Context: an optimization exercise on an open-source flow, tuned for small area, a short achievable clock period and few clock cycles. The choices shown serve that exercise and are no tape-out recipe.
In this exercise RTL edits were held to simulation tests only and were not proved equivalent to the original.

File: flow/config.mk
export PLATFORM = sky130hd
export DESIGN_NAME = srsynth_voice
export DESIGN_NICKNAME = srsynth_voice
export VERILOG_FILES = /design/flow/design.v
export SDC_FILE = /design/flow/constraint.sdc
export NUM_CORES = 4
export LEC_CHECK = 0
export CAP_MARGIN = 40
export CORE_MARGIN = 2
export CORE_UTILIZATION = 35
export SLEW_MARGIN = 20
export SYNTH_MEMORY_MAX_BITS = 8192
File: flow/constraint.sdc
create_clock -name core_clock -period 22.0 [get_ports {clk}]
set_input_delay 4.4000 -clock core_clock [delete_from_list [all_inputs] [get_ports {clk}]]
set_output_delay 4.4000 -clock core_clock [all_outputs]
set_load 0.01 [all_outputs]
File: flow/design.v
module srsynth_fmul (
    input  wire [7:0]  v,
    output reg  [31:0] y
);
    reg [6:0] r, rot;
    reg [2:0] p;
    integer k;
    always @* begin
        if (v < 8'd127)      r = v[6:0];
        else if (v < 8'd254) r = v[6:0] - 7'd127;    
        else                 r = {6'd0, v[0]};
        p = 3'd0;
        for (k = 0; k < 7; k = k + 1)
            if (r[k]) p = k[2:0];
        case (p)
            3'd6: rot = r;
            3'd5: rot = {r[5:0], r[6]};
            3'd4: rot = {r[4:0], r[6:5]};
            3'd3: rot = {r[3:0], r[6:4]};
            3'd2: rot = {r[2:0], r[6:3]};
            3'd1: rot = {r[1:0], r[6:2]};
            default: rot = {r[0], r[6:1]};
        endcase
        if (v < 8'd127)
            y = {1'b0, 8'd119 + {5'd0, p}, rot[5:0], rot, rot, rot[6:4]} + {31'd0, rot[3]};
        else if (v < 8'd254)
            y = {1'b0, 8'd126, r, r, r, r[6:5]} + {31'd0, r[4]};
        else if (v[0])
            y = 32'h3F808102;
        else
            y = 32'h3F800000;
    end
endmodule
module srsynth_fdiv (
    input  wire        clk,
    input  wire        rst,
    input  wire        start,
    input  wire        op_div,    
    input  wire [31:0] a,
    input  wire        a_ez,
    input  wire        a_em,
    input  wire        a_fz,
    input  wire [31:0] b,
    output wire        ready,
    output reg         yv,
    output reg  [31:0] y
);
    localparam integer NQ = 26;    
    localparam [1:0] S_IDLE = 2'd0, S_NORM = 2'd1, S_ITER = 2'd2, S_RND = 2'd3;
    localparam [1:0] P_NONE = 2'd0, P_NAN = 2'd1, P_INF = 2'd2, P_ZERO = 2'd3;
    reg [1:0]         st;
    reg               dv;
    reg [23:0]        ma;        
    reg [25:0]        d3;        
    wire              mlead = ma[23] ^ dv;    
    reg [25:0]        rr;        
    reg [NQ-1:0]      qq;
    reg signed [9:0]  ex;
    reg               sg;
    reg               stk;
    reg               fixed;
    reg [1:0]         spc;
    reg [2:0]         cnt;
    assign ready = (st == S_IDLE) || yv;
    wire [7:0]  ea = a[30:23], eb = b[30:23];
    wire [22:0] fa = a[22:0],  fb = b[22:0];
    wire b_ez = (eb == 8'h00);
    wire b_em = (eb == 8'hFF);
    wire b_fz = (fb == 23'd0);
    wire a_nan = a_em & ~a_fz, b_nan = b_em & ~b_fz;
    wire a_inf = a_em &  a_fz, b_inf = b_em &  b_fz;
    wire a_zero = a_ez & a_fz, b_zero = b_ez & b_fz;
    wire signed [9:0] xa = {2'b00, ea[7:1], ea[0] | a_ez};
    wire signed [9:0] xb = {2'b00, eb[7:1], eb[0] | b_ez};
    wire signed [9:0] kb = op_div ? 10'sd127 - xb : xb - 10'sd127;
    wire [23:0] mb = {~b_ez, fb};
    reg [1:0] spc_in;
    always @* begin
        if (op_div) begin
            if (a_nan | b_nan | (a_inf & b_inf) | (a_zero & b_zero)) spc_in = P_NAN;
            else if (a_inf | b_zero)                                  spc_in = P_INF;
            else if (a_zero | b_inf)                                  spc_in = P_ZERO;
            else                                                      spc_in = P_NONE;
        end else begin
            if (a_nan | b_nan | (a_inf & b_zero) | (b_inf & a_zero))  spc_in = P_NAN;
            else if (a_inf | b_inf)                                   spc_in = P_INF;
            else if (a_zero | b_zero)                                 spc_in = P_ZERO;
            else                                                      spc_in = P_NONE;
        end
    end
    reg [25:0]   r_t, r_1;
    reg [NQ-1:0] q_t, q_1;
    reg [26:0]   sx, t1, t2, t3, v;
    reg          g1, g2, g3;
    reg          e0, e1, e2, e3;
    reg [1:0]    qd;
    integer i, k;
    always @* begin
        r_t = rr;
        q_t = qq;
        for (i = 0; i < 2; i = i + 1) begin
            sx = {1'b0, r_t};
            t1 = sx + {{3{dv}}, ma} + {26'd0, dv};
            t2 = sx + {{2{dv}}, ma, dv} + {26'd0, dv};
            t3 = sx + {dv, d3} + {26'd0, dv};
            g1 = ~t1[26];
            g2 = ~t2[26];
            g3 = ~t3[26];
            qd = {g2, g3 | (g1 & ~g2)};
            if (dv) begin
                e0 = ~g1;
                e1 = g1 & ~g2;
                e2 = g2 & ~g3;
                e3 = g3;
            end else begin
                e0 = ~qq[24-2*i] & ~qq[25-2*i];
                e1 = ~qq[24-2*i] &  qq[25-2*i];
                e2 =  qq[24-2*i] & ~qq[25-2*i];
                e3 =  qq[24-2*i] &  qq[25-2*i];
            end
            v = ({27{e0}} & sx) | ({27{e1}} & t1) | ({27{e2}} & t2) | ({27{e3}} & t3);
            r_t = dv ? {v[23:0], 2'b00} : {2'b00, v[25:2]};
            q_t = {q_t[NQ-3:0], dv ? qd : v[1:0]};
            if (i == 0) begin
                r_1 = r_t;
                q_1 = q_t;
            end
        end
    end
    wire          last = (st == S_ITER) && dv && (cnt == 3'd6);
    wire [25:0]   rs   = last ? r_1 : rr;
    wire [NQ-1:0] qs   = last ? q_1 : qq;
    wire lead = dv ? qs[NQ-1] : rr[23];
    wire ld   = fixed | lead;
    reg [23:0] mant;
    reg        g, s;
    reg signed [9:0] ee;
    reg        ru;
    wire zgone = (qq[NQ-1:1] == 25'd0);
    always @* begin
        if (dv) begin
            if (ld) begin
                mant = qs[25:2];
                g    = qs[1];
                s    = qs[0];
            end else begin
                mant = qs[24:1];
                g    = qs[0];
                s    = 1'b0;
            end
            s = s | (rs != 26'd0) | stk;
        end else begin
            if (lead) begin
                mant = rr[23:0];
                g    = qq[1];
                s    = (|qq[23:2]) | qq[0];
            end else begin
                mant = {rr[22:0], qq[1]};
                g    = qq[0];
                s    = |qq[23:2];
            end
            s = s | stk;
        end
        if (fixed)
            ee = ex;
        else if (dv)
            ee = lead ? ex : ex - 10'sd1;
        else
            ee = lead ? ex + 10'sd1 : ex;
        ru = g & (s | mant[0]);
        yv = 1'b0;
        if (st == S_RND || last)
            yv = (spc != P_NONE) || (ee >= 10'sd1) || (fixed && zgone);
        case (spc)
            P_NAN:   y = 32'h7FC00000;
            P_INF:   y = {sg, 8'hFF, 23'd0};
            P_ZERO:  y = {sg, 31'd0};
            default: begin
                if (ee >= 10'sd255)
                    y = {sg, 8'hFF, 23'd0};
                else
                    y = {sg, mant[23] ? ee[7:0] : 8'd0, mant[22:0]} + {31'd0, ru};
            end
        endcase
    end
    wire iter_run = (st == S_ITER) && !last;
    always @(posedge clk) begin
        if (rst) begin
            st <= S_IDLE;
        end else if (iter_run) begin
            if (!dv && cnt == 3'd5) st <= S_RND;
        end else if (start && ready) begin
            if (spc_in != P_NONE)
                st <= S_RND;
            else if (a_ez | b_ez)
                st <= S_NORM;
            else
                st <= S_ITER;
        end else if (ready) begin
            st <= S_IDLE;
        end else begin
            case (st)
                S_NORM: if (mlead && (dv ? rr[24] : qq[2])) st <= S_ITER;
                S_ITER: st <= S_RND;    
                default: ;
            endcase
        end
    end
    always @(posedge clk) begin
        if (iter_run) begin
            rr  <= r_t;
            qq  <= q_t;
            cnt <= cnt + 3'd1;
            if (dv && cnt == 3'd0) ex <= ex + $signed(qq[NQ-1:NQ-10]);
        end else if (ready) begin
            dv    <= op_div;
            sg    <= a[31] ^ b[31];
            spc   <= spc_in;
            stk   <= 1'b0;
            fixed <= 1'b0;
            cnt   <= 3'd0;
            ma    <= mb ^ {24{op_div}};
            d3    <= ({2'b00, mb} + {1'b0, mb, 1'b0}) ^ {26{op_div}};
            if (op_div) begin
                ex <= kb;
                rr <= {1'b0, ~a_ez, fa, 1'b0};
                qq <= {xa, {(NQ-10){1'b0}}};
            end else begin
                ex <= xa + kb;
                rr <= 26'd0;
                for (k = 0; k < 23; k = k + 1) qq[25-k] <= fa[k];
                qq[2]   <= ~a_ez;
                qq[1:0] <= 2'b00;
            end
        end else begin
            case (st)
                S_NORM: begin
                    if (!mlead) begin
                        ma <= {ma[22:0], dv};
                        d3 <= {d3[24:0], dv};
                    end
                    if (dv) begin
                        if (!rr[24]) rr <= rr << 1;
                        ex <= ex + {9'd0, ~mlead} - {9'd0, ~rr[24]};
                    end else begin
                        if (!qq[2]) qq[25:2] <= {1'b0, qq[25:3]};
                        ex <= ex - {9'd0, ~mlead} - {9'd0, ~qq[2]};
                    end
                end
                S_ITER: begin
                    rr <= r_1;
                    qq <= q_1;
                end
                S_RND: begin
                    if (!fixed) begin
                        fixed <= 1'b1;
                        dv    <= 1'b1;
                        ex    <= ee;
                        qq    <= {mant, g, s};
                        rr    <= 26'd0;
                    end else begin
                        ex  <= ex + 10'sd1;
                        stk <= stk | qq[0];
                        qq  <= qq >> 1;
                    end
                end
                default: ;
            endcase
        end
    end
endmodule
module srsynth_freq_rom (
    input  wire [7:0]  note,
    output wire [31:0] freq,
    output wire [31:0] t2
);
    reg [7:0]  fe, te;
    reg [3:0]  r;
    reg [2:0]  fd;
    reg        tc;
    reg [3:0]  tl;
    reg [22:0] fb;
    reg [18:0] tu, tu1;
    always @* begin
        case (note)
            8'd0: begin fe = 8'd130; te = 8'd132; r = 4'd0; fd = 3'd0; tc = 1'b0; tl = 4'h0; end
            8'd1: begin fe = 8'd130; te = 8'd132; r = 4'd1; fd = 3'd3; tc = 1'b1; tl = 4'h1; end
            8'd2: begin fe = 8'd130; te = 8'd132; r = 4'd2; fd = 3'd0; tc = 1'b0; tl = 4'hD; end
            8'd3: begin fe = 8'd130; te = 8'd132; r = 4'd3; fd = 3'd0; tc = 1'b0; tl = 4'hB; end
            8'd4: begin fe = 8'd130; te = 8'd133; r = 4'd4; fd = 3'd4; tc = 1'b0; tl = 4'h8; end
            8'd5: begin fe = 8'd130; te = 8'd133; r = 4'd5; fd = 3'd0; tc = 1'b0; tl = 4'h0; end
            8'd6: begin fe = 8'd130; te = 8'd133; r = 4'd6; fd = 3'd0; tc = 1'b0; tl = 4'h6; end
            8'd7: begin fe = 8'd130; te = 8'd133; r = 4'd7; fd = 3'd4; tc = 1'b0; tl = 4'hF; end
            8'd8: begin fe = 8'd130; te = 8'd133; r = 4'd8; fd = 3'd0; tc = 1'b0; tl = 4'hA; end
            8'd9: begin fe = 8'd130; te = 8'd133; r = 4'd9; fd = 3'd0; tc = 1'b0; tl = 4'h0; end
            8'd10: begin fe = 8'd130; te = 8'd133; r = 4'd10; fd = 3'd6; tc = 1'b0; tl = 4'h7; end
            8'd11: begin fe = 8'd130; te = 8'd133; r = 4'd11; fd = 3'd0; tc = 1'b0; tl = 4'hF; end
            8'd12: begin fe = 8'd131; te = 8'd133; r = 4'd0; fd = 3'd0; tc = 1'b0; tl = 4'h0; end
            8'd13: begin fe = 8'd131; te = 8'd133; r = 4'd1; fd = 3'd3; tc = 1'b1; tl = 4'h1; end
            8'd14: begin fe = 8'd131; te = 8'd133; r = 4'd2; fd = 3'd0; tc = 1'b0; tl = 4'hD; end
            8'd15: begin fe = 8'd131; te = 8'd133; r = 4'd3; fd = 3'd0; tc = 1'b0; tl = 4'hB; end
            8'd16: begin fe = 8'd131; te = 8'd134; r = 4'd4; fd = 3'd4; tc = 1'b0; tl = 4'h8; end
            8'd17: begin fe = 8'd131; te = 8'd134; r = 4'd5; fd = 3'd0; tc = 1'b0; tl = 4'h0; end
            8'd18: begin fe = 8'd131; te = 8'd134; r = 4'd6; fd = 3'd0; tc = 1'b0; tl = 4'h6; end
            8'd19: begin fe = 8'd131; te = 8'd134; r = 4'd7; fd = 3'd4; tc = 1'b0; tl = 4'hF; end
            8'd20: begin fe = 8'd131; te = 8'd134; r = 4'd8; fd = 3'd0; tc = 1'b0; tl = 4'hA; end
            8'd21: begin fe = 8'd131; te = 8'd134; r = 4'd9; fd = 3'd0; tc = 1'b0; tl = 4'h0; end
            8'd22: begin fe = 8'd131; te = 8'd134; r = 4'd10; fd = 3'd2; tc = 1'b0; tl = 4'h4; end
            8'd23: begin fe = 8'd131; te = 8'd134; r = 4'd11; fd = 3'd4; tc = 1'b1; tl = 4'h3; end
            8'd24: begin fe = 8'd132; te = 8'd134; r = 4'd0; fd = 3'd0; tc = 1'b0; tl = 4'h0; end
            8'd25: begin fe = 8'd132; te = 8'd134; r = 4'd1; fd = 3'd2; tc = 1'b1; tl = 4'h0; end
            8'd26: begin fe = 8'd132; te = 8'd134; r = 4'd2; fd = 3'd2; tc = 1'b1; tl = 4'h0; end
            8'd27: begin fe = 8'd132; te = 8'd134; r = 4'd3; fd = 3'd0; tc = 1'b0; tl = 4'hB; end
            8'd28: begin fe = 8'd132; te = 8'd135; r = 4'd4; fd = 3'd2; tc = 1'b0; tl = 4'h6; end
            8'd29: begin fe = 8'd132; te = 8'd135; r = 4'd5; fd = 3'd1; tc = 1'b0; tl = 4'h1; end
            8'd30: begin fe = 8'd132; te = 8'd135; r = 4'd6; fd = 3'd0; tc = 1'b0; tl = 4'h6; end
            8'd31: begin fe = 8'd132; te = 8'd135; r = 4'd7; fd = 3'd1; tc = 1'b0; tl = 4'hD; end
            8'd32: begin fe = 8'd132; te = 8'd135; r = 4'd8; fd = 3'd3; tc = 1'b0; tl = 4'hC; end
            8'd33: begin fe = 8'd132; te = 8'd135; r = 4'd9; fd = 3'd0; tc = 1'b0; tl = 4'h0; end
            8'd34: begin fe = 8'd132; te = 8'd135; r = 4'd10; fd = 3'd2; tc = 1'b0; tl = 4'h4; end
            8'd35: begin fe = 8'd132; te = 8'd135; r = 4'd11; fd = 3'd4; tc = 1'b1; tl = 4'h3; end
            8'd36: begin fe = 8'd133; te = 8'd135; r = 4'd0; fd = 3'd0; tc = 1'b0; tl = 4'h0; end
            8'd37: begin fe = 8'd133; te = 8'd135; r = 4'd1; fd = 3'd2; tc = 1'b1; tl = 4'h0; end
            8'd38: begin fe = 8'd133; te = 8'd135; r = 4'd2; fd = 3'd2; tc = 1'b1; tl = 4'h0; end
            8'd39: begin fe = 8'd133; te = 8'd135; r = 4'd3; fd = 3'd0; tc = 1'b0; tl = 4'hB; end
            8'd40: begin fe = 8'd133; te = 8'd136; r = 4'd4; fd = 3'd2; tc = 1'b0; tl = 4'h6; end
            8'd41: begin fe = 8'd133; te = 8'd136; r = 4'd5; fd = 3'd1; tc = 1'b0; tl = 4'h1; end
            8'd42: begin fe = 8'd133; te = 8'd136; r = 4'd6; fd = 3'd0; tc = 1'b0; tl = 4'h6; end
            8'd43: begin fe = 8'd133; te = 8'd136; r = 4'd7; fd = 3'd1; tc = 1'b0; tl = 4'hD; end
            8'd44: begin fe = 8'd133; te = 8'd136; r = 4'd8; fd = 3'd3; tc = 1'b0; tl = 4'hC; end
            8'd45: begin fe = 8'd133; te = 8'd136; r = 4'd9; fd = 3'd0; tc = 1'b0; tl = 4'h0; end
            8'd46: begin fe = 8'd133; te = 8'd136; r = 4'd10; fd = 3'd4; tc = 1'b0; tl = 4'h6; end
            8'd47: begin fe = 8'd133; te = 8'd136; r = 4'd11; fd = 3'd2; tc = 1'b1; tl = 4'h1; end
            8'd48: begin fe = 8'd134; te = 8'd136; r = 4'd0; fd = 3'd0; tc = 1'b0; tl = 4'h0; end
            8'd49: begin fe = 8'd134; te = 8'd136; r = 4'd1; fd = 3'd3; tc = 1'b1; tl = 4'h1; end
            8'd50: begin fe = 8'd134; te = 8'd136; r = 4'd2; fd = 3'd1; tc = 1'b0; tl = 4'hE; end
            8'd51: begin fe = 8'd134; te = 8'd136; r = 4'd3; fd = 3'd0; tc = 1'b0; tl = 4'hB; end
            8'd52: begin fe = 8'd134; te = 8'd137; r = 4'd4; fd = 3'd3; tc = 1'b0; tl = 4'h7; end
            8'd53: begin fe = 8'd134; te = 8'd137; r = 4'd5; fd = 3'd1; tc = 1'b0; tl = 4'h1; end
            8'd54: begin fe = 8'd134; te = 8'd137; r = 4'd6; fd = 3'd0; tc = 1'b0; tl = 4'h6; end
            8'd55: begin fe = 8'd134; te = 8'd137; r = 4'd7; fd = 3'd3; tc = 1'b0; tl = 4'hF; end
            8'd56: begin fe = 8'd134; te = 8'd137; r = 4'd8; fd = 3'd2; tc = 1'b0; tl = 4'hB; end
            8'd57: begin fe = 8'd134; te = 8'd137; r = 4'd9; fd = 3'd0; tc = 1'b0; tl = 4'h0; end
            8'd58: begin fe = 8'd134; te = 8'd137; r = 4'd10; fd = 3'd2; tc = 1'b0; tl = 4'h4; end
            8'd59: begin fe = 8'd134; te = 8'd137; r = 4'd11; fd = 3'd2; tc = 1'b1; tl = 4'h1; end
            8'd60: begin fe = 8'd135; te = 8'd137; r = 4'd0; fd = 3'd0; tc = 1'b0; tl = 4'h0; end
            8'd61: begin fe = 8'd135; te = 8'd137; r = 4'd1; fd = 3'd3; tc = 1'b1; tl = 4'h1; end
            8'd62: begin fe = 8'd135; te = 8'd137; r = 4'd2; fd = 3'd1; tc = 1'b0; tl = 4'hE; end
            8'd63: begin fe = 8'd135; te = 8'd137; r = 4'd3; fd = 3'd0; tc = 1'b0; tl = 4'hB; end
            8'd64: begin fe = 8'd135; te = 8'd138; r = 4'd4; fd = 3'd3; tc = 1'b0; tl = 4'h7; end
            8'd65: begin fe = 8'd135; te = 8'd138; r = 4'd5; fd = 3'd1; tc = 1'b0; tl = 4'h1; end
            8'd66: begin fe = 8'd135; te = 8'd138; r = 4'd6; fd = 3'd0; tc = 1'b0; tl = 4'h6; end
            8'd67: begin fe = 8'd135; te = 8'd138; r = 4'd7; fd = 3'd2; tc = 1'b0; tl = 4'hE; end
            8'd68: begin fe = 8'd135; te = 8'd138; r = 4'd8; fd = 3'd2; tc = 1'b0; tl = 4'hB; end
            8'd69: begin fe = 8'd135; te = 8'd138; r = 4'd9; fd = 3'd0; tc = 1'b0; tl = 4'h0; end
            8'd70: begin fe = 8'd135; te = 8'd138; r = 4'd10; fd = 3'd4; tc = 1'b0; tl = 4'h6; end
            8'd71: begin fe = 8'd135; te = 8'd138; r = 4'd11; fd = 3'd2; tc = 1'b1; tl = 4'h1; end
            8'd72: begin fe = 8'd136; te = 8'd138; r = 4'd0; fd = 3'd0; tc = 1'b0; tl = 4'h0; end
            8'd73: begin fe = 8'd136; te = 8'd138; r = 4'd1; fd = 3'd3; tc = 1'b1; tl = 4'h1; end
            8'd74: begin fe = 8'd136; te = 8'd138; r = 4'd2; fd = 3'd1; tc = 1'b0; tl = 4'hE; end
            8'd75: begin fe = 8'd136; te = 8'd138; r = 4'd3; fd = 3'd0; tc = 1'b0; tl = 4'hB; end
            8'd76: begin fe = 8'd136; te = 8'd139; r = 4'd4; fd = 3'd3; tc = 1'b0; tl = 4'h7; end
            8'd77: begin fe = 8'd136; te = 8'd139; r = 4'd5; fd = 3'd1; tc = 1'b0; tl = 4'h1; end
            8'd78: begin fe = 8'd136; te = 8'd139; r = 4'd6; fd = 3'd0; tc = 1'b0; tl = 4'h6; end
            8'd79: begin fe = 8'd136; te = 8'd139; r = 4'd7; fd = 3'd2; tc = 1'b0; tl = 4'hE; end
            8'd80: begin fe = 8'd136; te = 8'd139; r = 4'd8; fd = 3'd2; tc = 1'b0; tl = 4'hB; end
            8'd81: begin fe = 8'd136; te = 8'd139; r = 4'd9; fd = 3'd0; tc = 1'b0; tl = 4'h0; end
            8'd82: begin fe = 8'd136; te = 8'd139; r = 4'd10; fd = 3'd4; tc = 1'b0; tl = 4'h6; end
            8'd83: begin fe = 8'd136; te = 8'd139; r = 4'd11; fd = 3'd2; tc = 1'b1; tl = 4'h1; end
            8'd84: begin fe = 8'd137; te = 8'd139; r = 4'd0; fd = 3'd0; tc = 1'b0; tl = 4'h0; end
            8'd85: begin fe = 8'd137; te = 8'd139; r = 4'd1; fd = 3'd3; tc = 1'b1; tl = 4'h1; end
            8'd86: begin fe = 8'd137; te = 8'd139; r = 4'd2; fd = 3'd1; tc = 1'b0; tl = 4'hE; end
            8'd87: begin fe = 8'd137; te = 8'd139; r = 4'd3; fd = 3'd0; tc = 1'b0; tl = 4'hB; end
            8'd88: begin fe = 8'd137; te = 8'd140; r = 4'd4; fd = 3'd3; tc = 1'b0; tl = 4'h7; end
            8'd89: begin fe = 8'd137; te = 8'd140; r = 4'd5; fd = 3'd1; tc = 1'b0; tl = 4'h1; end
            8'd90: begin fe = 8'd137; te = 8'd140; r = 4'd6; fd = 3'd0; tc = 1'b0; tl = 4'h6; end
            8'd91: begin fe = 8'd137; te = 8'd140; r = 4'd7; fd = 3'd3; tc = 1'b0; tl = 4'hF; end
            8'd92: begin fe = 8'd137; te = 8'd140; r = 4'd8; fd = 3'd2; tc = 1'b0; tl = 4'hB; end
            8'd93: begin fe = 8'd137; te = 8'd140; r = 4'd9; fd = 3'd0; tc = 1'b0; tl = 4'h0; end
            8'd94: begin fe = 8'd137; te = 8'd140; r = 4'd10; fd = 3'd2; tc = 1'b0; tl = 4'h4; end
            8'd95: begin fe = 8'd137; te = 8'd140; r = 4'd11; fd = 3'd4; tc = 1'b1; tl = 4'h3; end
            8'd96: begin fe = 8'd138; te = 8'd140; r = 4'd0; fd = 3'd0; tc = 1'b0; tl = 4'h0; end
            8'd97: begin fe = 8'd138; te = 8'd140; r = 4'd1; fd = 3'd2; tc = 1'b1; tl = 4'h0; end
            8'd98: begin fe = 8'd138; te = 8'd140; r = 4'd2; fd = 3'd2; tc = 1'b1; tl = 4'h0; end
            8'd99: begin fe = 8'd138; te = 8'd140; r = 4'd3; fd = 3'd0; tc = 1'b0; tl = 4'hB; end
            8'd100: begin fe = 8'd138; te = 8'd141; r = 4'd4; fd = 3'd2; tc = 1'b0; tl = 4'h6; end
            8'd101: begin fe = 8'd138; te = 8'd141; r = 4'd5; fd = 3'd1; tc = 1'b0; tl = 4'h1; end
            8'd102: begin fe = 8'd138; te = 8'd141; r = 4'd6; fd = 3'd0; tc = 1'b0; tl = 4'h6; end
            8'd103: begin fe = 8'd138; te = 8'd141; r = 4'd7; fd = 3'd1; tc = 1'b0; tl = 4'hD; end
            8'd104: begin fe = 8'd138; te = 8'd141; r = 4'd8; fd = 3'd3; tc = 1'b0; tl = 4'hC; end
            8'd105: begin fe = 8'd138; te = 8'd141; r = 4'd9; fd = 3'd0; tc = 1'b0; tl = 4'h0; end
            8'd106: begin fe = 8'd138; te = 8'd141; r = 4'd10; fd = 3'd2; tc = 1'b0; tl = 4'h4; end
            8'd107: begin fe = 8'd138; te = 8'd141; r = 4'd11; fd = 3'd4; tc = 1'b1; tl = 4'h3; end
            8'd108: begin fe = 8'd139; te = 8'd141; r = 4'd0; fd = 3'd0; tc = 1'b0; tl = 4'h0; end
            8'd109: begin fe = 8'd139; te = 8'd141; r = 4'd1; fd = 3'd2; tc = 1'b1; tl = 4'h0; end
            8'd110: begin fe = 8'd139; te = 8'd141; r = 4'd2; fd = 3'd2; tc = 1'b1; tl = 4'h0; end
            8'd111: begin fe = 8'd139; te = 8'd141; r = 4'd3; fd = 3'd0; tc = 1'b0; tl = 4'hB; end
            8'd112: begin fe = 8'd139; te = 8'd142; r = 4'd4; fd = 3'd2; tc = 1'b0; tl = 4'h6; end
            8'd113: begin fe = 8'd139; te = 8'd142; r = 4'd5; fd = 3'd1; tc = 1'b0; tl = 4'h1; end
            8'd114: begin fe = 8'd139; te = 8'd142; r = 4'd6; fd = 3'd0; tc = 1'b0; tl = 4'h6; end
            8'd115: begin fe = 8'd139; te = 8'd142; r = 4'd7; fd = 3'd1; tc = 1'b0; tl = 4'hD; end
            8'd116: begin fe = 8'd139; te = 8'd142; r = 4'd8; fd = 3'd3; tc = 1'b0; tl = 4'hC; end
            8'd117: begin fe = 8'd139; te = 8'd142; r = 4'd9; fd = 3'd0; tc = 1'b0; tl = 4'h0; end
            8'd118: begin fe = 8'd139; te = 8'd142; r = 4'd10; fd = 3'd6; tc = 1'b0; tl = 4'h7; end
            8'd119: begin fe = 8'd139; te = 8'd142; r = 4'd11; fd = 3'd0; tc = 1'b0; tl = 4'hF; end
            8'd120: begin fe = 8'd140; te = 8'd142; r = 4'd0; fd = 3'd0; tc = 1'b0; tl = 4'h0; end
            8'd121: begin fe = 8'd140; te = 8'd142; r = 4'd1; fd = 3'd3; tc = 1'b1; tl = 4'h1; end
            8'd122: begin fe = 8'd140; te = 8'd142; r = 4'd2; fd = 3'd0; tc = 1'b0; tl = 4'hD; end
            8'd123: begin fe = 8'd140; te = 8'd142; r = 4'd3; fd = 3'd0; tc = 1'b0; tl = 4'hB; end
            8'd124: begin fe = 8'd140; te = 8'd143; r = 4'd4; fd = 3'd4; tc = 1'b0; tl = 4'h8; end
            8'd125: begin fe = 8'd140; te = 8'd143; r = 4'd5; fd = 3'd0; tc = 1'b0; tl = 4'h0; end
            8'd126: begin fe = 8'd140; te = 8'd143; r = 4'd6; fd = 3'd0; tc = 1'b0; tl = 4'h6; end
            8'd127: begin fe = 8'd140; te = 8'd143; r = 4'd7; fd = 3'd4; tc = 1'b0; tl = 4'hF; end
            8'd128: begin fe = 8'd140; te = 8'd143; r = 4'd8; fd = 3'd0; tc = 1'b0; tl = 4'hA; end
            8'd129: begin fe = 8'd140; te = 8'd143; r = 4'd9; fd = 3'd0; tc = 1'b0; tl = 4'h0; end
            8'd130: begin fe = 8'd140; te = 8'd143; r = 4'd10; fd = 3'd6; tc = 1'b0; tl = 4'h7; end
            8'd131: begin fe = 8'd140; te = 8'd143; r = 4'd11; fd = 3'd0; tc = 1'b0; tl = 4'hF; end
            8'd132: begin fe = 8'd141; te = 8'd143; r = 4'd0; fd = 3'd0; tc = 1'b0; tl = 4'h0; end
            8'd133: begin fe = 8'd141; te = 8'd143; r = 4'd1; fd = 3'd3; tc = 1'b1; tl = 4'h1; end
            8'd134: begin fe = 8'd141; te = 8'd143; r = 4'd2; fd = 3'd0; tc = 1'b0; tl = 4'hD; end
            8'd135: begin fe = 8'd141; te = 8'd143; r = 4'd3; fd = 3'd0; tc = 1'b0; tl = 4'hB; end
            8'd136: begin fe = 8'd141; te = 8'd144; r = 4'd4; fd = 3'd4; tc = 1'b0; tl = 4'h8; end
            8'd137: begin fe = 8'd141; te = 8'd144; r = 4'd5; fd = 3'd0; tc = 1'b0; tl = 4'h0; end
            8'd138: begin fe = 8'd141; te = 8'd144; r = 4'd6; fd = 3'd0; tc = 1'b0; tl = 4'h6; end
            8'd139: begin fe = 8'd141; te = 8'd144; r = 4'd7; fd = 3'd4; tc = 1'b0; tl = 4'hF; end
            8'd140: begin fe = 8'd141; te = 8'd144; r = 4'd8; fd = 3'd0; tc = 1'b0; tl = 4'hA; end
            8'd141: begin fe = 8'd141; te = 8'd144; r = 4'd9; fd = 3'd0; tc = 1'b0; tl = 4'h0; end
            8'd142: begin fe = 8'd141; te = 8'd144; r = 4'd10; fd = 3'd6; tc = 1'b0; tl = 4'h7; end
            8'd143: begin fe = 8'd141; te = 8'd144; r = 4'd11; fd = 3'd0; tc = 1'b0; tl = 4'hF; end
            8'd144: begin fe = 8'd142; te = 8'd144; r = 4'd0; fd = 3'd0; tc = 1'b0; tl = 4'h0; end
            8'd145: begin fe = 8'd142; te = 8'd144; r = 4'd1; fd = 3'd3; tc = 1'b1; tl = 4'h1; end
            8'd146: begin fe = 8'd142; te = 8'd144; r = 4'd2; fd = 3'd0; tc = 1'b0; tl = 4'hD; end
            8'd147: begin fe = 8'd142; te = 8'd144; r = 4'd3; fd = 3'd0; tc = 1'b0; tl = 4'hB; end
            8'd148: begin fe = 8'd142; te = 8'd145; r = 4'd4; fd = 3'd4; tc = 1'b0; tl = 4'h8; end
            8'd149: begin fe = 8'd142; te = 8'd145; r = 4'd5; fd = 3'd0; tc = 1'b0; tl = 4'h0; end
            8'd150: begin fe = 8'd142; te = 8'd145; r = 4'd6; fd = 3'd0; tc = 1'b0; tl = 4'h6; end
            8'd151: begin fe = 8'd142; te = 8'd145; r = 4'd7; fd = 3'd4; tc = 1'b0; tl = 4'hF; end
            8'd152: begin fe = 8'd142; te = 8'd145; r = 4'd8; fd = 3'd0; tc = 1'b0; tl = 4'hA; end
            8'd153: begin fe = 8'd142; te = 8'd145; r = 4'd9; fd = 3'd0; tc = 1'b0; tl = 4'h0; end
            8'd154: begin fe = 8'd142; te = 8'd145; r = 4'd10; fd = 3'd6; tc = 1'b0; tl = 4'h7; end
            8'd155: begin fe = 8'd142; te = 8'd145; r = 4'd11; fd = 3'd0; tc = 1'b0; tl = 4'hF; end
            8'd156: begin fe = 8'd143; te = 8'd145; r = 4'd0; fd = 3'd0; tc = 1'b0; tl = 4'h0; end
            8'd157: begin fe = 8'd143; te = 8'd145; r = 4'd1; fd = 3'd3; tc = 1'b1; tl = 4'h1; end
            8'd158: begin fe = 8'd143; te = 8'd145; r = 4'd2; fd = 3'd0; tc = 1'b0; tl = 4'hD; end
            8'd159: begin fe = 8'd143; te = 8'd145; r = 4'd3; fd = 3'd0; tc = 1'b0; tl = 4'hB; end
            8'd160: begin fe = 8'd143; te = 8'd146; r = 4'd4; fd = 3'd4; tc = 1'b0; tl = 4'h8; end
            8'd161: begin fe = 8'd143; te = 8'd146; r = 4'd5; fd = 3'd0; tc = 1'b0; tl = 4'h0; end
            8'd162: begin fe = 8'd143; te = 8'd146; r = 4'd6; fd = 3'd0; tc = 1'b0; tl = 4'h6; end
            8'd163: begin fe = 8'd143; te = 8'd146; r = 4'd7; fd = 3'd4; tc = 1'b0; tl = 4'hF; end
            8'd164: begin fe = 8'd143; te = 8'd146; r = 4'd8; fd = 3'd0; tc = 1'b0; tl = 4'hA; end
            8'd165: begin fe = 8'd143; te = 8'd146; r = 4'd9; fd = 3'd0; tc = 1'b0; tl = 4'h0; end
            8'd166: begin fe = 8'd143; te = 8'd146; r = 4'd10; fd = 3'd0; tc = 1'b0; tl = 4'h2; end
            8'd167: begin fe = 8'd143; te = 8'd146; r = 4'd11; fd = 3'd5; tc = 1'b1; tl = 4'h3; end
            8'd168: begin fe = 8'd144; te = 8'd146; r = 4'd0; fd = 3'd0; tc = 1'b0; tl = 4'h0; end
            8'd169: begin fe = 8'd144; te = 8'd146; r = 4'd1; fd = 3'd0; tc = 1'b0; tl = 4'hC; end
            8'd170: begin fe = 8'd144; te = 8'd146; r = 4'd2; fd = 3'd3; tc = 1'b1; tl = 4'h1; end
            8'd171: begin fe = 8'd144; te = 8'd146; r = 4'd3; fd = 3'd0; tc = 1'b0; tl = 4'hB; end
            8'd172: begin fe = 8'd144; te = 8'd147; r = 4'd4; fd = 3'd0; tc = 1'b0; tl = 4'h5; end
            8'd173: begin fe = 8'd144; te = 8'd147; r = 4'd5; fd = 3'd3; tc = 1'b0; tl = 4'h2; end
            8'd174: begin fe = 8'd144; te = 8'd147; r = 4'd6; fd = 3'd0; tc = 1'b0; tl = 4'h6; end
            8'd175: begin fe = 8'd144; te = 8'd147; r = 4'd7; fd = 3'd0; tc = 1'b0; tl = 4'hC; end
            8'd176: begin fe = 8'd144; te = 8'd147; r = 4'd8; fd = 3'd6; tc = 1'b0; tl = 4'hF; end
            8'd177: begin fe = 8'd144; te = 8'd147; r = 4'd9; fd = 3'd0; tc = 1'b0; tl = 4'h0; end
            8'd178: begin fe = 8'd144; te = 8'd147; r = 4'd10; fd = 3'd0; tc = 1'b0; tl = 4'h2; end
            8'd179: begin fe = 8'd144; te = 8'd147; r = 4'd11; fd = 3'd5; tc = 1'b1; tl = 4'h3; end
            8'd180: begin fe = 8'd145; te = 8'd147; r = 4'd0; fd = 3'd0; tc = 1'b0; tl = 4'h0; end
            8'd181: begin fe = 8'd145; te = 8'd147; r = 4'd1; fd = 3'd0; tc = 1'b0; tl = 4'hC; end
            8'd182: begin fe = 8'd145; te = 8'd147; r = 4'd2; fd = 3'd3; tc = 1'b1; tl = 4'h1; end
            8'd183: begin fe = 8'd145; te = 8'd147; r = 4'd3; fd = 3'd0; tc = 1'b0; tl = 4'hB; end
            8'd184: begin fe = 8'd145; te = 8'd148; r = 4'd4; fd = 3'd0; tc = 1'b0; tl = 4'h5; end
            8'd185: begin fe = 8'd145; te = 8'd148; r = 4'd5; fd = 3'd3; tc = 1'b0; tl = 4'h2; end
            8'd186: begin fe = 8'd145; te = 8'd148; r = 4'd6; fd = 3'd0; tc = 1'b0; tl = 4'h6; end
            8'd187: begin fe = 8'd145; te = 8'd148; r = 4'd7; fd = 3'd0; tc = 1'b0; tl = 4'hC; end
            8'd188: begin fe = 8'd145; te = 8'd148; r = 4'd8; fd = 3'd6; tc = 1'b0; tl = 4'hF; end
            8'd189: begin fe = 8'd145; te = 8'd148; r = 4'd9; fd = 3'd0; tc = 1'b0; tl = 4'h0; end
            8'd190: begin fe = 8'd145; te = 8'd148; r = 4'd10; fd = 3'd0; tc = 1'b0; tl = 4'h2; end
            8'd191: begin fe = 8'd145; te = 8'd148; r = 4'd11; fd = 3'd5; tc = 1'b1; tl = 4'h3; end
            8'd192: begin fe = 8'd146; te = 8'd148; r = 4'd0; fd = 3'd0; tc = 1'b0; tl = 4'h0; end
            8'd193: begin fe = 8'd146; te = 8'd148; r = 4'd1; fd = 3'd0; tc = 1'b0; tl = 4'hC; end
            8'd194: begin fe = 8'd146; te = 8'd148; r = 4'd2; fd = 3'd3; tc = 1'b1; tl = 4'h1; end
            8'd195: begin fe = 8'd146; te = 8'd148; r = 4'd3; fd = 3'd0; tc = 1'b0; tl = 4'hB; end
            8'd196: begin fe = 8'd146; te = 8'd149; r = 4'd4; fd = 3'd0; tc = 1'b0; tl = 4'h5; end
            8'd197: begin fe = 8'd146; te = 8'd149; r = 4'd5; fd = 3'd3; tc = 1'b0; tl = 4'h2; end
            8'd198: begin fe = 8'd146; te = 8'd149; r = 4'd6; fd = 3'd0; tc = 1'b0; tl = 4'h6; end
            8'd199: begin fe = 8'd146; te = 8'd149; r = 4'd7; fd = 3'd0; tc = 1'b0; tl = 4'hC; end
            8'd200: begin fe = 8'd146; te = 8'd149; r = 4'd8; fd = 3'd6; tc = 1'b0; tl = 4'hF; end
            8'd201: begin fe = 8'd146; te = 8'd149; r = 4'd9; fd = 3'd0; tc = 1'b0; tl = 4'h0; end
            8'd202: begin fe = 8'd146; te = 8'd149; r = 4'd10; fd = 3'd0; tc = 1'b0; tl = 4'h2; end
            8'd203: begin fe = 8'd146; te = 8'd149; r = 4'd11; fd = 3'd5; tc = 1'b1; tl = 4'h3; end
            8'd204: begin fe = 8'd147; te = 8'd149; r = 4'd0; fd = 3'd0; tc = 1'b0; tl = 4'h0; end
            8'd205: begin fe = 8'd147; te = 8'd149; r = 4'd1; fd = 3'd0; tc = 1'b0; tl = 4'hC; end
            8'd206: begin fe = 8'd147; te = 8'd149; r = 4'd2; fd = 3'd3; tc = 1'b1; tl = 4'h1; end
            8'd207: begin fe = 8'd147; te = 8'd149; r = 4'd3; fd = 3'd0; tc = 1'b0; tl = 4'hB; end
            8'd208: begin fe = 8'd147; te = 8'd150; r = 4'd4; fd = 3'd0; tc = 1'b0; tl = 4'h5; end
            8'd209: begin fe = 8'd147; te = 8'd150; r = 4'd5; fd = 3'd3; tc = 1'b0; tl = 4'h2; end
            8'd210: begin fe = 8'd147; te = 8'd150; r = 4'd6; fd = 3'd0; tc = 1'b0; tl = 4'h6; end
            8'd211: begin fe = 8'd147; te = 8'd150; r = 4'd7; fd = 3'd0; tc = 1'b0; tl = 4'hC; end
            8'd212: begin fe = 8'd147; te = 8'd150; r = 4'd8; fd = 3'd6; tc = 1'b0; tl = 4'hF; end
            8'd213: begin fe = 8'd147; te = 8'd150; r = 4'd9; fd = 3'd0; tc = 1'b0; tl = 4'h0; end
            8'd214: begin fe = 8'd147; te = 8'd150; r = 4'd10; fd = 3'd0; tc = 1'b0; tl = 4'h2; end
            8'd215: begin fe = 8'd147; te = 8'd150; r = 4'd11; fd = 3'd5; tc = 1'b1; tl = 4'h3; end
            8'd216: begin fe = 8'd148; te = 8'd150; r = 4'd0; fd = 3'd0; tc = 1'b0; tl = 4'h0; end
            8'd217: begin fe = 8'd148; te = 8'd150; r = 4'd1; fd = 3'd0; tc = 1'b0; tl = 4'hC; end
            8'd218: begin fe = 8'd148; te = 8'd150; r = 4'd2; fd = 3'd3; tc = 1'b1; tl = 4'h1; end
            8'd219: begin fe = 8'd148; te = 8'd150; r = 4'd3; fd = 3'd0; tc = 1'b0; tl = 4'hB; end
            8'd220: begin fe = 8'd148; te = 8'd151; r = 4'd4; fd = 3'd0; tc = 1'b0; tl = 4'h5; end
            8'd221: begin fe = 8'd148; te = 8'd151; r = 4'd5; fd = 3'd3; tc = 1'b0; tl = 4'h2; end
            8'd222: begin fe = 8'd148; te = 8'd151; r = 4'd6; fd = 3'd0; tc = 1'b0; tl = 4'h6; end
            8'd223: begin fe = 8'd148; te = 8'd151; r = 4'd7; fd = 3'd0; tc = 1'b0; tl = 4'hC; end
            8'd224: begin fe = 8'd148; te = 8'd151; r = 4'd8; fd = 3'd6; tc = 1'b0; tl = 4'hF; end
            8'd225: begin fe = 8'd148; te = 8'd151; r = 4'd9; fd = 3'd0; tc = 1'b0; tl = 4'h0; end
            8'd226: begin fe = 8'd148; te = 8'd151; r = 4'd10; fd = 3'd0; tc = 1'b0; tl = 4'h2; end
            8'd227: begin fe = 8'd148; te = 8'd151; r = 4'd11; fd = 3'd5; tc = 1'b1; tl = 4'h3; end
            8'd228: begin fe = 8'd149; te = 8'd151; r = 4'd0; fd = 3'd0; tc = 1'b0; tl = 4'h0; end
            8'd229: begin fe = 8'd149; te = 8'd151; r = 4'd1; fd = 3'd0; tc = 1'b0; tl = 4'hC; end
            8'd230: begin fe = 8'd149; te = 8'd151; r = 4'd2; fd = 3'd3; tc = 1'b1; tl = 4'h1; end
            8'd231: begin fe = 8'd149; te = 8'd151; r = 4'd3; fd = 3'd0; tc = 1'b0; tl = 4'hB; end
            8'd232: begin fe = 8'd149; te = 8'd152; r = 4'd4; fd = 3'd0; tc = 1'b0; tl = 4'h5; end
            8'd233: begin fe = 8'd149; te = 8'd152; r = 4'd5; fd = 3'd3; tc = 1'b0; tl = 4'h2; end
            8'd234: begin fe = 8'd149; te = 8'd152; r = 4'd6; fd = 3'd0; tc = 1'b0; tl = 4'h6; end
            8'd235: begin fe = 8'd149; te = 8'd152; r = 4'd7; fd = 3'd0; tc = 1'b0; tl = 4'hC; end
            8'd236: begin fe = 8'd149; te = 8'd152; r = 4'd8; fd = 3'd6; tc = 1'b0; tl = 4'hF; end
            8'd237: begin fe = 8'd149; te = 8'd152; r = 4'd9; fd = 3'd0; tc = 1'b0; tl = 4'h0; end
            8'd238: begin fe = 8'd149; te = 8'd152; r = 4'd10; fd = 3'd0; tc = 1'b0; tl = 4'h2; end
            8'd239: begin fe = 8'd149; te = 8'd152; r = 4'd11; fd = 3'd5; tc = 1'b1; tl = 4'h3; end
            8'd240: begin fe = 8'd150; te = 8'd152; r = 4'd0; fd = 3'd0; tc = 1'b0; tl = 4'h0; end
            8'd241: begin fe = 8'd150; te = 8'd152; r = 4'd1; fd = 3'd0; tc = 1'b0; tl = 4'hC; end
            8'd242: begin fe = 8'd150; te = 8'd152; r = 4'd2; fd = 3'd3; tc = 1'b1; tl = 4'h1; end
            8'd243: begin fe = 8'd150; te = 8'd152; r = 4'd3; fd = 3'd0; tc = 1'b0; tl = 4'hB; end
            8'd244: begin fe = 8'd150; te = 8'd153; r = 4'd4; fd = 3'd0; tc = 1'b0; tl = 4'h5; end
            8'd245: begin fe = 8'd150; te = 8'd153; r = 4'd5; fd = 3'd3; tc = 1'b0; tl = 4'h2; end
            8'd246: begin fe = 8'd150; te = 8'd153; r = 4'd6; fd = 3'd0; tc = 1'b0; tl = 4'h6; end
            8'd247: begin fe = 8'd150; te = 8'd153; r = 4'd7; fd = 3'd0; tc = 1'b0; tl = 4'hC; end
            8'd248: begin fe = 8'd150; te = 8'd153; r = 4'd8; fd = 3'd6; tc = 1'b0; tl = 4'hF; end
            8'd249: begin fe = 8'd150; te = 8'd153; r = 4'd9; fd = 3'd0; tc = 1'b0; tl = 4'h0; end
            8'd250: begin fe = 8'd150; te = 8'd153; r = 4'd10; fd = 3'd0; tc = 1'b0; tl = 4'h2; end
            8'd251: begin fe = 8'd150; te = 8'd153; r = 4'd11; fd = 3'd5; tc = 1'b1; tl = 4'h3; end
            8'd252: begin fe = 8'd151; te = 8'd153; r = 4'd0; fd = 3'd0; tc = 1'b0; tl = 4'h0; end
            8'd253: begin fe = 8'd151; te = 8'd153; r = 4'd1; fd = 3'd0; tc = 1'b0; tl = 4'hC; end
            8'd254: begin fe = 8'd151; te = 8'd153; r = 4'd2; fd = 3'd3; tc = 1'b1; tl = 4'h1; end
            8'd255: begin fe = 8'd151; te = 8'd153; r = 4'd3; fd = 3'd0; tc = 1'b0; tl = 4'hB; end
            default: begin fe = 8'd0; te = 8'd0; r = 4'd0; fd = 3'd0; tc = 1'b0; tl = 4'h0; end
        endcase
        case (r)
            4'd0: begin fb = 23'h02D012; tu = 19'h4D7AF; tu1 = 19'h4D7B0; end
            4'd1: begin fb = 23'h0A975E; tu = 19'h59B2D; tu1 = 19'h59B2E; end
            4'd2: begin fb = 23'h12D516; tu = 19'h66A4C; tu1 = 19'h66A4D; end
            4'd3: begin fb = 23'h1B9041; tu = 19'h745BC; tu1 = 19'h745BD; end
            4'd4: begin fb = 23'h24D051; tu = 19'h0171C; tu1 = 19'h0171D; end
            4'd5: begin fb = 23'h2E9D36; tu = 19'h09244; tu1 = 19'h09245; end
            4'd6: begin fb = 23'h38FF49; tu = 19'h114BE; tu1 = 19'h114BF; end
            4'd7: begin fb = 23'h43FF68; tu = 19'h19EFA; tu1 = 19'h19EFB; end
            4'd8: begin fb = 23'h4FA6FE; tu = 19'h2316F; tu1 = 19'h23170; end
            4'd9: begin fb = 23'h5C0000; tu = 19'h2CC9A; tu1 = 19'h2CC9B; end
            4'd10: begin fb = 23'h6914F3; tu = 19'h370FE; tu1 = 19'h370FF; end
            4'd11: begin fb = 23'h76F10E; tu = 19'h41F28; tu1 = 19'h41F29; end
            default: begin fb = 23'h000000; tu = 19'h0; tu1 = 19'h0; end
        endcase
    end
    assign freq = {1'b0, fe, fb + {20'd0, fd}};
    assign t2   = {1'b0, te, tc ? tu1 : tu, tl};
endmodule
module srsynth_voice (
    input  wire        clk,
    input  wire        rst,
    input  wire        cmd_valid,
    output wire        cmd_ready,
    input  wire [1:0]  cmd_op,
    input  wire [31:0] cmd_a,
    input  wire [31:0] cmd_b,
    input  wire        cmd_env,
    output reg         done,
    output reg  [31:0] sample_rate,
    output reg  [31:0] attack_s,
    output reg  [31:0] release_s,
    output reg         env_en,
    output reg  [7:0]  active,
    output reg  [31:0] freq,
    output reg  [31:0] peak,
    output reg  [31:0] inc,
    output reg  [31:0] slope
);
    localparam [31:0] F_ZERO    = 32'h00000000;
    localparam [31:0] F_ONE     = 32'h3F800000;
    localparam [31:0] F_M_ONE   = 32'hBF800000;
    localparam [31:0] F_10MS    = 32'h3C23D70A;
    localparam [2:0] S_IDLE = 3'd0,
                     S_INC  = 3'd2,    
                     S_MUL  = 3'd3,    
                     S_XR   = 3'd1,    
                     S_SDIV = 3'd4,    
                     S_OFF  = 3'd5;    
    reg [2:0]  state;
    reg [7:0]  vel_r;
    reg        neg;         
    reg [31:0] slp_o;       
    reg        sk;          
    reg        sv;          
    reg        ov;          
    assign cmd_ready = (state == S_IDLE);
    wire [3:0] nib = cmd_a[23:20];
    wire [7:0] d1  = cmd_a[15:8];
    wire [7:0] d2  = cmd_a[7:0];
    wire is_off = (nib == 4'h8) || (nib == 4'h9 && d2 == 8'd0);
    wire is_on  = (nib == 4'h9) && (d2 != 8'd0);
    wire [31:0] rom_freq, rom_t2, pk;
    srsynth_freq_rom u_rom (.note(d1), .freq(rom_freq), .t2(rom_t2));
    srsynth_fmul u_pk (.v(vel_r), .y(pk));
    reg         u_start, u_div;
    reg  [31:0] u_a, u_b;
    reg         u_aez, u_aem, u_afz;
    wire        u_ready, u_yv;
    wire [31:0] u_y;
    srsynth_fdiv u_fpu (
        .clk(clk), .rst(rst), .start(u_start), .op_div(u_div),
        .a(u_a), .a_ez(u_aez), .a_em(u_aem), .a_fz(u_afz), .b(u_b),
        .ready(u_ready), .yv(u_yv), .y(u_y)
    );
    reg [31:0] xr;
    always @(posedge clk) xr <= u_y;
    wire acc = cmd_valid && cmd_ready;
    wire on_go   = acc && cmd_op == 2'd2 && is_on;
    wire rel_hit = (sv && sk) || (ov && !sk);
    wire atk_hit = (sv && !sk) || (ov && sk);
    wire atk_ez = (attack_s[30:23] == 8'h00),  atk_em = (attack_s[30:23] == 8'hFF);
    wire rel_ez = (release_s[30:23] == 8'h00), rel_em = (release_s[30:23] == 8'hFF);
    wire atk_fz = (attack_s[22:0] == 23'd0),   rel_fz = (release_s[22:0] == 23'd0);
    always @* begin
        u_start = 1'b0;
        u_div   = 1'b1;
        u_a     = rom_t2;
        u_b     = sample_rate;
        u_aez   = 1'b0;    
        u_aem   = 1'b0;
        u_afz   = 1'b0;
        case (state)
            S_IDLE: begin
                u_start = on_go;
            end
            S_OFF: begin
                u_start = 1'b1;
                u_div   = 1'b0;
                u_a     = release_s;
                u_aez   = rel_ez;
                u_aem   = rel_em;
                u_afz   = rel_fz;
            end
            S_INC: begin
                if (u_yv && !atk_hit) begin
                    u_start = 1'b1;
                    u_div   = 1'b0;
                    u_a     = attack_s;
                    u_aez   = atk_ez;
                    u_aem   = atk_em;
                    u_afz   = atk_fz;
                end
            end
            S_XR: begin
                u_start = 1'b1;
                u_a     = neg ? F_M_ONE : F_ONE;
                u_afz   = 1'b1;
                u_b     = xr;
            end
            default: ;
        endcase
    end
    always @(posedge clk) begin
        if (rst) begin
            state       <= S_IDLE;
            done        <= 1'b0;
            sample_rate <= F_ZERO;
            attack_s    <= F_10MS;
            release_s   <= F_10MS;
            env_en      <= 1'b1;
            active      <= 8'd0;
            freq        <= F_ZERO;
            peak        <= F_ZERO;
            inc         <= F_ZERO;
            slope       <= F_ZERO;
            neg         <= 1'b0;
            sk          <= 1'b0;
            sv          <= 1'b0;
            ov          <= 1'b0;
        end else begin
            done <= 1'b0;
            case (state)
                S_IDLE: begin
                    if (cmd_valid) begin
                        case (cmd_op)
                            2'd0: begin
                                sample_rate <= cmd_a;
                                active      <= 8'd0;
                                freq        <= F_ZERO;
                                peak        <= F_ZERO;
                                inc         <= F_ZERO;
                                slope       <= F_ZERO;
                                sv          <= 1'b0;
                                ov          <= 1'b0;
                                done        <= 1'b1;
                            end
                            2'd1: begin
                                env_en    <= cmd_env;
                                attack_s  <= cmd_a;
                                release_s <= cmd_b;
                                sv        <= 1'b0;
                                ov        <= 1'b0;
                                done      <= 1'b1;
                            end
                            2'd2: begin
                                if (is_on) begin
                                    active <= d1;
                                    vel_r  <= d2;
                                    freq   <= rom_freq;
                                    state  <= S_INC;
                                end else if (is_off && d1 == active) begin
                                    active <= 8'd0;
                                    if (rel_hit) begin
                                        if (!(sv && sk)) begin
                                            slope <= slp_o;
                                            slp_o <= slope;
                                            sk    <= 1'b1;
                                            sv    <= 1'b1;
                                            ov    <= sv;
                                        end
                                        done <= 1'b1;
                                    end else begin
                                        neg   <= 1'b1;
                                        state <= S_OFF;
                                    end
                                end else begin
                                    done <= 1'b1;
                                end
                            end
                            default: done <= 1'b1;
                        endcase
                    end
                end
                S_INC: begin
                    if (u_yv) begin
                        inc  <= u_y;
                        peak <= pk;
                        if (atk_hit) begin
                            if (!(sv && !sk)) begin
                                slope <= slp_o;
                                slp_o <= slope;
                                sk    <= 1'b0;
                                sv    <= 1'b1;
                                ov    <= sv;
                            end
                            done  <= 1'b1;
                            state <= S_IDLE;
                        end else begin
                            neg   <= 1'b0;
                            state <= S_MUL;
                        end
                    end
                end
                S_OFF: state <= S_MUL;
                S_MUL: if (u_yv) state <= S_XR;
                S_XR:  state <= S_SDIV;
                S_SDIV: begin
                    if (u_yv) begin
                        slope <= u_y;
                        if (sk != neg) begin
                            slp_o <= slope;
                            ov    <= sv;
                        end
                        sk    <= neg;
                        sv    <= 1'b1;
                        done  <= 1'b1;
                        state <= S_IDLE;
                    end
                end
                default: state <= S_IDLE;
            endcase
        end
    end
endmodule
File: flow/run.sh
#!/bin/bash
# synth_recipe.tcl (not shown) runs the flow's synth.tcl, then flattens the netlist and writes it again
# the make line also repeats each setting of config.mk as NAME=value (left out here)
make -C /OpenROAD-flow-scripts/flow DESIGN_CONFIG=/design/flow/config.mk WORK_HOME=/design/flow/orfs CLKGATE_MAP_FILE= SYNTH_SCRIPT=/design/flow/synth_recipe.tcl finish
==> metrics.log <==
INFO  metric number_of_buffers_inserted_during_clock_tree_synthesis = 49
INFO  metric yosysUniqueCellTypes = 116
INFO  metric worst_slew_slack_as_a_fraction_of_its_limit = 32.8%
INFO  metric area.growth.synth_to_final = 16.0%
INFO  metric grt_setup_unrepaired = false
INFO  metric setup.reg_to_reg.worst_slack = 13.11 ns
INFO  metric holdCritStartpoint = inc[23]$_SDFFE_PP0P_
INFO  metric die_y = 339 µm
INFO  metric result_of_the_run = finished clean
INFO  metric clock_insertion_delay_worst_skew = 0.62 ns
INFO  metric antenna_cells_inserted = 0
INFO  metric final_antenna_net_count = 0
INFO  metric setup_viol = 0
INFO  metric cp.arrival = 9.52 ns
INFO  metric drc = 0
INFO  metric num_vias = 42.8k
INFO  metric synth_async_sr_flop_share = 0%
INFO  metric synth-edff-count = 160
INFO  metric synth_fa_ha_area_share = 9.38%
INFO  metric crit-reg2reg-capture = u_fpu.rr[7]$_DFFE_PP_
INFO  metric postCtsSetupRepairBufs = 0
INFO  metric worstHoldPathType = flop to flop
INFO  metric htree_num_levels = 2
INFO  metric synthMuxAreaShare = 1.95%
INFO  metric nFillCells = 11.4k
INFO  metric synth-seq-cells = 431
INFO  metric grt_overflow_total = 0
INFO  metric type_of_destination_of_the_critical_path = flop
INFO  metric cells_taking_the_most_area_after_synthesis = sky130_fd_sc_hd__dfxtp_1, sky130_fd_sc_hd__edfxtp_1, sky130_fd_sc_hd__ha_1
INFO  metric clock-root-buffer = sky130_fd_sc_hd__clkbuf_16
INFO  metric synthDominantCellAreaShare = 13.8%
INFO  metric dominant_cell_type_by_area_after_synthesis = sky130_fd_sc_hd__dfxtp_1
INFO  metric hold-path-endpoint = inc[23]$_SDFFE_PP0P_
INFO  metric synth_compound_gate_area_share = 29.6%
INFO  metric grt_max_degree = 129
INFO  metric avgSynthCellArea = 7.55 µm²
INFO  metric wl_per_cell = 26.2 µm
INFO  metric chipWidth = 339 µm
INFO  metric yosysWarnings = 4
INFO  metric initial_core_util = 35.3%
INFO  metric seq_area_frac_synth = 26.1%
INFO  metric core_area = 111000 µm²
INFO  metric clkSinkCount = 431
INFO  metric worst_r2r_path_depth = 27
INFO  metric num_rows = 122
INFO  metric fin_setup_tns = 0 ns
INFO  metric final_min_period_over_clock_period = 41.8%
INFO  metric boundaryPins = 305
INFO  metric drt_wl_total = 180000 µm
INFO  metric worstMarginPinSlew = 1.01 ns
INFO  metric worst-setup-path-type = input port to flop
INFO  metric number_of_port_buffers = 300
INFO  metric synthCells = 5195
INFO  metric gp_congestion = 1.01
INFO  metric setup.worst_path.start_class = input port
INFO  metric yosys.area_share.simple = 21.4%
INFO  metric antenna_found_initial = 3
INFO  metric worst-path-max-fanout = 30
INFO  metric hpwl_reported_at_the_end_of_detailed_placement = 137000 µm
INFO  metric drtIter0Drc = 5672
INFO  metric grt_pass1_wl = 265000 µm
INFO  metric layout.cell_area.non_filler = 45500 µm²
INFO  metric combinational_family_with_the_most_area_after_synthesis = compound AO/OA/AOI/OAI gates
INFO  metric cts_hold_buffers = 0
INFO  metric max_freq = 109 MHz
INFO  metric clockBufferDepth = 3
INFO  metric synth-xor-area-share = 6.74%
INFO  metric ys_top_cells_by_count = sky130_fd_sc_hd__nand2_1, sky130_fd_sc_hd__a21oi_1, sky130_fd_sc_hd__nor2_1
INFO  metric postSynth.topFlopCell = sky130_fd_sc_hd__dfxtp_1
INFO  metric clkSlewWorstSetupHoldPaths = 0.06 ns
INFO  metric post_drt_via_cell_ratio = 6.23
INFO  metric die_area = 115000 µm²
INFO  metric detailed_place.area = 43800 µm²
INFO  metric fin_crit = 9.21 ns
INFO  metric critical_path_required = 22.32 ns
INFO  metric final-max-slew-violation-count = 0
INFO  metric cts_tree = done
INFO  metric layout-drive-gt1-share = 6.07%
INFO  metric drt_first_pass_iters = 9
INFO  metric drv_cap = 0
INFO  metric finalHoldWorstSlack = 0.457 ns
INFO  metric worst_hold_path.num_cells = 2
INFO  metric syn_area = 39200 µm²
INFO  metric cts.repair.resized = 0
INFO  metric first_global_vias = 39.7k
INFO  metric final-hold-violation-count = 0
INFO  metric groute.usage.overall = 29.8%
INFO  metric reg2reg_from = u_fpu.rr[0]$_DFFE_PP_
INFO  metric worst_clock_skew = 0.0326 ns
INFO  metric synthMostInstantiatedCell = sky130_fd_sc_hd__nand2_1
INFO  metric fin_nets = 5705
[cell type report]
cell class,instances,area (µm²),area share (%)
clock inverter,28,279,0.613
inverter,152,572,1.26
multi-input combinational,4283,27200,59.8
sequential,431,10200,22.5
tap,1488,1860,4.09
clock buffer,63,1360,2.99
timing repair buffer,431,3990,8.76
[worst max-delay path by stage]
stage	slack [ns]	start	to	cells after the start
detailed placement	12.41	cmd_a[9]	u_fpu.rr[3]$_DFFE_PP_	17
floorplan	13.05	cmd_a[11]	slp_o[0]$_DFFE_PP_	9
global route	12.48	cmd_a[9]	freq[9]$_SDFFE_PP0P_	20
finish	12.79	cmd_a[9]	u_fpu.rr[3]$_DFFE_PP_	17
CTS	13.01	cmd_a[9]	u_fpu.rr[3]$_DFFE_PP_	17
global placement	12.50	cmd_a[9]	freq[8]$_SDFFE_PP0P_	22
[layout by cell type (no fill, tap or decap), types with 50 or more instances in the layout]
| cell | count |
|---|---|
| sky130_fd_sc_hd__a31oi_1 | 72 |
| sky130_fd_sc_hd__nand3_1 | 160 |
| sky130_fd_sc_hd__o21ai_0 | 334 |
| sky130_fd_sc_hd__nor2_1 | 474 |
| sky130_fd_sc_hd__xnor2_1 | 210 |
| sky130_fd_sc_hd__buf_4 | 116 |
| sky130_fd_sc_hd__nor3_1 | 119 |
| sky130_fd_sc_hd__clkdlybuf4s50_1 | 292 |
| sky130_fd_sc_hd__o22ai_1 | 68 |
| sky130_fd_sc_hd__xor2_1 | 92 |
| sky130_fd_sc_hd__a211oi_1 | 54 |
| sky130_fd_sc_hd__o211ai_1 | 72 |
| sky130_fd_sc_hd__a22oi_1 | 72 |
| sky130_fd_sc_hd__a221oi_1 | 57 |
| sky130_fd_sc_hd__edfxtp_1 | 160 |
| sky130_fd_sc_hd__a21oi_1 | 555 |
| sky130_fd_sc_hd__nand2_1 | 686 |
| sky130_fd_sc_hd__clkbuf_16 | 50 |
| sky130_fd_sc_hd__inv_1 | 145 |
| sky130_fd_sc_hd__dfxtp_1 | 271 |
| sky130_fd_sc_hd__ha_1 | 275 |
| sky130_fd_sc_hd__a21o_1 | 94 |
| sky130_fd_sc_hd__mux2i_1 | 56 |
[critical path: stages]
cell and delay [ns]:
sky130_fd_sc_hd__clkdlybuf4s50_1 0.40, sky130_fd_sc_hd__buf_4 0.26, sky130_fd_sc_hd__clkinv_1 0.23, sky130_fd_sc_hd__ha_1 0.76, sky130_fd_sc_hd__inv_1 0.46, sky130_fd_sc_hd__ha_1 0.38, sky130_fd_sc_hd__mux2_2 0.27, sky130_fd_sc_hd__a221oi_1 0.27
sky130_fd_sc_hd__o211ai_1 0.13, sky130_fd_sc_hd__o21ai_0 0.12, sky130_fd_sc_hd__nor2_1 0.07, sky130_fd_sc_hd__a31oi_1 0.34, sky130_fd_sc_hd__nor3_1 0.08, sky130_fd_sc_hd__a221oi_1 0.81, sky130_fd_sc_hd__nor2_1 0.12, sky130_fd_sc_hd__a221oi_1 0.24
sky130_fd_sc_hd__o221ai_1 0.17
[registers in the layout, indices dropped and copies added, names as in the netlist, 31 cells and up]
register / flops
attack_s: 32
inc: 32
release_s: 32
sample_rate: 32
slope: 32
slp_o: 32
xr: 32
peak: 31
[cells by family after synthesis]
group,count (synthesis)
multiplexers,71
adder cells (fa/ha/maj),287
XOR/XNOR,302
other,1
AO/OA/AOI/OAI,1788
AND/OR/NAND/NOR,1831
flip-flops,431
buffers and inverters,484
[stage by stage]
| step | worst slack [ns] | cells | utilization [%] |
|---|---|---|---|
| floorplan | 13.05 | 5198 | - |
| global placement | 12.50 | 6766 | 39.4 |
| detailed placement | 12.41 | 6778 | 39.5 |
| CTS | 13.01 | 6869 | 40.9 |
| global route | 12.48 | 6876 | 41.0 |
| finish | 12.79 | 6876 | 41.0 |
[routing by layer]
metal  part of all wire, %  vias up  global-route usage, %
met5                 0.019        -                      0
met4                   5.3        6                   13.5
met3                    10      376                   5.88
met2                    43     2418                   46.2
met1                    41    20500                   40.0
li1                      -    19500                      -
Testbench counts, summed over its fixed seeds: cycles 21,558.

## re-timing with driven ports
Ports are ideal in the flow. The routed layout listed here was re-timed in OpenROAD.
Step 1, drivers: a clkbuf_16 drives clk and a buf_2 each remaining input, both assumed.
Step 2 moves the port delays by t, midway between the first and last clock arrival at a register: inputs arrive t later, outputs are due t later. That takes back most of the time a late clock gives input paths.
Slacks: ideal ports / drivers / drivers and shift; pairs: ideal ports / drivers.
t, ns: 0.683
slack for setup (ns): 12.793 / 12.843 / 12.159
worst setup path at the end: input to register
slew at the worst register clock pin (ns): 0.09 / 0.09
After both steps this run still meets setup and hold. The setup slack of this run moves by +0.050 ns with the drivers and by -0.634 ns with both steps.
